This is an optimization exercise on Yosys and OpenROAD, whose aim is small area, a short achievable clock period and few clock cycles, not a production implementation. Only simulation tests tie the RTL to the original design; equivalence was not proved. No activity file was given, so power comes from the tool's default toggle rates.

## old
==> module serper_unit, before the edit <==
module serper_unit (
    input  wire        clk,
    input  wire        rst,
    input  wire        in_valid,
    output wire        in_ready,
    input  wire [15:0] in_w,
    input  wire        in_draining,
    input  wire        in_ce,
    input  wire        in_brk,
    input  wire        in_nine,
    input  wire [15:0] in_bit_time,
    input  wire [18:0] in_frame,
    input  wire [31:0] in_now,
    input  wire [31:0] in_done_at,
    input  wire [18:0] in_frozen_rem,
    input  wire [18:0] in_accum,
    output wire        out_valid,
    output wire        out_noop,
    output wire [19:0] out_baud,
    output wire [18:0] out_tx_period,
    output wire [16:0] out_rx_period,
    output wire        out_resc,
    output wire        out_sched,
    output wire [15:0] out_bit_time,
    output wire [18:0] out_frame,
    output wire [31:0] out_time
);
    localparam [1:0] S_IDLE = 2'd0, S_MUL = 2'd1, S_DIV = 2'd2;
    reg  [1:0]  st;
    reg  [2:0]  cnt;
    reg  [15:0] period;
    reg         period_set;
    reg         vld_q, noop_q, resc_q, nine_q, ce_q, brk_q, qv_q;
    reg  [31:0] now_q;
    reg  [15:0] dvs;
    reg  [16:0] dvs3;        
    reg  [18:0] aq;
    reg  [35:0] x;
    wire [15:0] m1_in = {1'b0, in_w[14:0]} + 16'd1;
    wire noop = period_set && (in_w == period);
    wire resc = !noop && in_draining && (m1_in != in_bit_time);
    wire [32:0] dd    = {1'b0, in_done_at} - {1'b0, in_now};
    wire [18:0] rem_c = dd[32] ? 19'd0 : dd[18:0];
    wire [18:0] mn_a  = (in_accum < in_frame) ? in_accum : in_frame;
    wire [18:0] opa   = in_ce ? (in_brk ? in_frozen_rem : rem_c) : mn_a;
    assign in_ready = (st == S_IDLE);
    wire acc   = in_valid && in_ready;
    wire start = resc;
    wire [14:0] m  = period[14:0];
    wire [15:0] m1 = {1'b0, m} + 16'd1;
    reg [17:0] rate;
    always @(*) begin
        if      (m > 15'd31112) rate = 18'd110;
        else if (m > 15'd11440) rate = 18'd300;
        else if (m > 15'd5729)  rate = 18'd600;
        else if (m > 15'd2864)  rate = 18'd1200;
        else if (m > 15'd1432)  rate = 18'd2400;
        else if (m > 15'd715)   rate = 18'd4800;
        else if (m > 15'd357)   rate = 18'd9600;
        else if (m > 15'd237)   rate = 18'd14400;
        else if (m > 15'd178)   rate = 18'd19200;
        else if (m > 15'd108)   rate = 18'd31400;
        else if (m > 15'd88)    rate = 18'd38400;
        else if (m > 15'd58)    rate = 18'd57600;
        else if (m > 15'd28)    rate = 18'd115200;
        else if (m > 15'd25)    rate = 18'd128000;
        else if (m > 15'd12)    rate = 18'd256000;
        else                    rate = 18'd110;
    end
    assign out_baud = period[15] ? {1'b0, rate, 1'b0} : {2'b00, rate};
    wire [18:0] m8m2 = {1'b0, m, 3'b000} + {3'b000, m, 1'b0};
    assign out_tx_period = m8m2 + {4'd0, period[15] ? m : 15'd0}
                         + (period[15] ? 19'd11 : 19'd10);
    assign out_frame     = m8m2 + {4'd0, nine_q ? m : 15'd0}
                         + (nine_q ? 19'd11 : 19'd10);
    wire rx_big = period[15] ? (m >= 15'd82) : (m >= 15'd90);
    assign out_rx_period = rx_big ? out_tx_period[18:2] : 17'd227;
    assign out_bit_time  = m1;
    assign out_valid = vld_q;
    assign out_noop  = noop_q;
    assign out_resc  = resc_q;
    assign out_sched = resc_q && ce_q && !brk_q;
    wire        cin  = qv_q && ce_q && (x[35:20] != 16'd0);
    wire [31:0] tadd = (ce_q && !brk_q) ? now_q : 32'd0;
    assign out_time  = tadd + {12'd0, qv_q ? x[19:0] : 20'd0} + {31'd0, cin};
    function [2:0] ncyc(input [15:0] n);
        ncyc = (n[15:12] != 4'd0) ? 3'd4 :
               (n[11:8]  != 4'd0) ? 3'd3 :
               (n[7:4]   != 4'd0) ? 3'd2 : 3'd1;
    endfunction
    wire [2:0] nc    = ncyc(m1);
    wire [39:0] msum  = {4'd0, x}
                      + {5'd0, aq & {19{x[0]}}, 16'd0}
                      + {4'd0, aq & {19{x[1]}}, 17'd0}
                      + {3'd0, aq & {19{x[2]}}, 18'd0}
                      + {2'd0, aq & {19{x[3]}}, 19'd0};
    wire [35:0] x_mul = msum[39:4];
    reg  [35:0] x_div;
    reg  [17:0] t, t1, t2, t3;
    reg  [1:0]  qd;
    integer i;
    always @(*) begin
        x_div = x;
        for (i = 0; i < 2; i = i + 1) begin
            t  = x_div[35:18];
            t1 = t - {2'b00, dvs};
            t2 = t - {1'b0, dvs, 1'b0};
            t3 = t - {1'b0, dvs3};
            qd = !t3[17] ? 2'd3 : !t2[17] ? 2'd2 : !t1[17] ? 2'd1 : 2'd0;
            case (qd)
                2'd3:    x_div = {t3[15:0], x_div[17:0], qd};
                2'd2:    x_div = {t2[15:0], x_div[17:0], qd};
                2'd1:    x_div = {t1[15:0], x_div[17:0], qd};
                default: x_div = {t[15:0],  x_div[17:0], qd};
            endcase
        end
    end
    always @(posedge clk) begin
        if (rst) begin
            st         <= S_IDLE;
            period     <= 16'h0000;
            period_set <= 1'b0;
            vld_q      <= 1'b0;
        end else begin
            vld_q <= 1'b0;
            case (st)
                S_IDLE: begin
                    noop_q <= noop;
                    resc_q <= resc;
                    nine_q <= in_nine;
                    ce_q   <= in_ce;
                    brk_q  <= in_brk;
                    now_q  <= in_now;
                    dvs    <= in_bit_time;
                    dvs3   <= {1'b0, in_bit_time} + {in_bit_time, 1'b0};
                    aq     <= opa;
                    qv_q   <= start;
                    x      <= {20'd0, m1_in};
                    cnt    <= 3'd0;
                    if (acc) begin
                        if (!noop) begin
                            period     <= in_w;
                            period_set <= 1'b1;
                        end
                        if (start)
                            st    <= S_MUL;
                        else
                            vld_q <= 1'b1;
                    end
                end
                S_MUL: begin
                    x   <= x_mul;
                    cnt <= cnt + 3'd1;
                    if (aq == 19'd0) begin
                        qv_q  <= 1'b0;
                        vld_q <= 1'b1;
                        st    <= S_IDLE;
                    end else if (cnt + 3'd1 == nc) begin
                        cnt <= 3'd0;
                        st  <= S_DIV;
                    end
                end
                default: begin
                    x   <= x_div;
                    cnt <= cnt + 3'd1;
                    if (cnt == nc) begin
                        vld_q <= 1'b1;
                        st    <= S_IDLE;
                    end
                end
            endcase
        end
    end
endmodule
Settings: LEC_CHECK=0, CAP_MARGIN=20, CORE_MARGIN=2, CORE_UTILIZATION=40, SETUP_SLACK_MARGIN=5, SLEW_MARGIN=20; clock period 12.0 ns.
run.sh (not shown) runs the stock make flow with config.mk's settings and CLKGATE_MAP_FILE= SYNTH_SCRIPT=/design/flow/synth_recipe.tcl, a recipe that flattens the netlist after the stock synthesis.
Testbench counts of old, summed over its fixed seeds: cycles 9,610.
Changes in new relative to old:
--- a/flow/design.v
+++ b/flow/design.v
@@ -26,9 +26,9 @@
     output wire [31:0] out_time
 );
     localparam [1:0] S_IDLE = 2'd0, S_MUL = 2'd1, S_DIV = 2'd2;
     reg  [1:0]  st;
-    reg  [2:0]  cnt;
+    reg  [3:0]  cnt;
     reg  [15:0] period;
     reg         period_set;
     reg         vld_q, noop_q, resc_q, nine_q, ce_q, brk_q, qv_q;
     reg  [31:0] now_q;
@@ -44,9 +44,13 @@
     wire [18:0] mn_a  = (in_accum < in_frame) ? in_accum : in_frame;
     wire [18:0] opa   = in_ce ? (in_brk ? in_frozen_rem : rem_c) : mn_a;
     assign in_ready = (st == S_IDLE);
     wire acc   = in_valid && in_ready;
-    wire start = resc;
+    wire a_zero = in_ce ? (in_brk ? (in_frozen_rem == 19'd0)
+                                  : (in_done_at < in_now || in_done_at[18:0] == in_now[18:0]))
+                        : (in_accum == 19'd0 || in_frame == 19'd0);
+    wire start = resc && !a_zero;
+    wire [15:0] hinit = in_ce ? in_bit_time - 16'd1 : 16'd0;
     wire [14:0] m  = period[14:0];
     wire [15:0] m1 = {1'b0, m} + 16'd1;
     reg [17:0] rate;
     always @(*) begin
@@ -79,17 +83,17 @@
     assign out_valid = vld_q;
     assign out_noop  = noop_q;
     assign out_resc  = resc_q;
     assign out_sched = resc_q && ce_q && !brk_q;
-    wire        cin  = qv_q && ce_q && (x[35:20] != 16'd0);
     wire [31:0] tadd = (ce_q && !brk_q) ? now_q : 32'd0;
-    assign out_time  = tadd + {12'd0, qv_q ? x[19:0] : 20'd0} + {31'd0, cin};
-    function [2:0] ncyc(input [15:0] n);
-        ncyc = (n[15:12] != 4'd0) ? 3'd4 :
-               (n[11:8]  != 4'd0) ? 3'd3 :
-               (n[7:4]   != 4'd0) ? 3'd2 : 3'd1;
+    assign out_time  = tadd + {12'd0, qv_q ? x[19:0] : 20'd0};
+    function [3:0] ncyc(input [15:0] n);
+        ncyc = (n[15:12] != 4'd0) ? 4'd4 :
+               (n[15:8] != 8'd0) ? 4'd3 :
+               (n[15:4] != 12'd0) ? 4'd2 : 4'd1;
     endfunction
-    wire [2:0] nc    = ncyc(m1);
+    wire [3:0] nc    = ncyc(m1);
+    wire [3:0] dlast = (nc * 4 + 4) / 4 - 1;
     wire [39:0] msum  = {4'd0, x}
                       + {5'd0, aq & {19{x[0]}}, 16'd0}
                       + {4'd0, aq & {19{x[1]}}, 17'd0}
                       + {3'd0, aq & {19{x[2]}}, 18'd0}
@@ -134,10 +138,10 @@
                     dvs    <= in_bit_time;
                     dvs3   <= {1'b0, in_bit_time} + {in_bit_time, 1'b0};
                     aq     <= opa;
                     qv_q   <= start;
-                    x      <= {20'd0, m1_in};
-                    cnt    <= 3'd0;
+                    x      <= ({36'd0, hinit} << 16) | {4'd0, 16'd0, m1_in};
+                    cnt    <= 4'd0;
                     if (acc) begin
                         if (!noop) begin
                             period     <= in_w;
                             period_set <= 1'b1;
@@ -149,22 +153,18 @@
                     end
                 end
                 S_MUL: begin
                     x   <= x_mul;
-                    cnt <= cnt + 3'd1;
-                    if (aq == 19'd0) begin
-                        qv_q  <= 1'b0;
-                        vld_q <= 1'b1;
-                        st    <= S_IDLE;
-                    end else if (cnt + 3'd1 == nc) begin
-                        cnt <= 3'd0;
+                    cnt <= cnt + 4'd1;
+                    if (cnt + 4'd1 == nc) begin
+                        cnt <= 4'd0;
                         st  <= S_DIV;
                     end
                 end
                 default: begin
                     x   <= x_div;
-                    cnt <= cnt + 3'd1;
-                    if (cnt == nc) begin
+                    cnt <= cnt + 4'd1;
+                    if (cnt == dlast) begin
                         vld_q <= 1'b1;
                         st    <= S_IDLE;
                     end
                 end
## What came out
Against old, combinational power in new rose by more than a quarter.
Of the two candidates, old has the better global-route wire length before repair and new the worse one.
From old to new the numbers moved as follows: first-iteration DRC count went up by 249, count of multi-input gates went up by 114, via count went up by 4.1%, total power draw went up by 1.1 mW.
Going from old to new, largest net degree at the start of global routing shrank by more than 10%.
Of the two candidates, old has the better worst setup slack and new the worse one.
On maximum operating frequency, new tracks old almost exactly.
Sort new and old by clock skew, ascending, and new comes first.
Clock period minus final worst setup slack (new over old): increase, 17 ps
Testbench counts of new, summed over its fixed seeds: cycles 9,423.

==> what the ideal ports hide <==
How much do the figures lean on ideal ports? The routed layouts below were timed once more, with nothing changed but the port constraints. Step 1 assumes that a clkbuf_16 drives the clock port and a buf_2 every other input. Step 2 moves the port delays by t, midway between the first and last clock arrival at a register: inputs arrive t later, outputs are due t later. That takes back most of the time a late clock gives input paths. Slacks: ideal / step 1 / step 2; pairs: ideal / step 1.
| run | t, ns | slack for setup (ns) | clock arrival spread, ns | pins driven straight from the clock port |
|---|---|---|---|---|
| old | 0.513 | 4.992 / 4.937 / 5.131 | 0.015 / 0.014 | 1 |
| new | 0.518 | 4.975 / 4.917 / 4.918 | 0.008 / 0.009 | 1 |
After both steps every run listed still meets setup and hold. For new, which loses most, drivers alone change the setup slack by -0.058 ns; drivers and shift together by -0.057 ns.
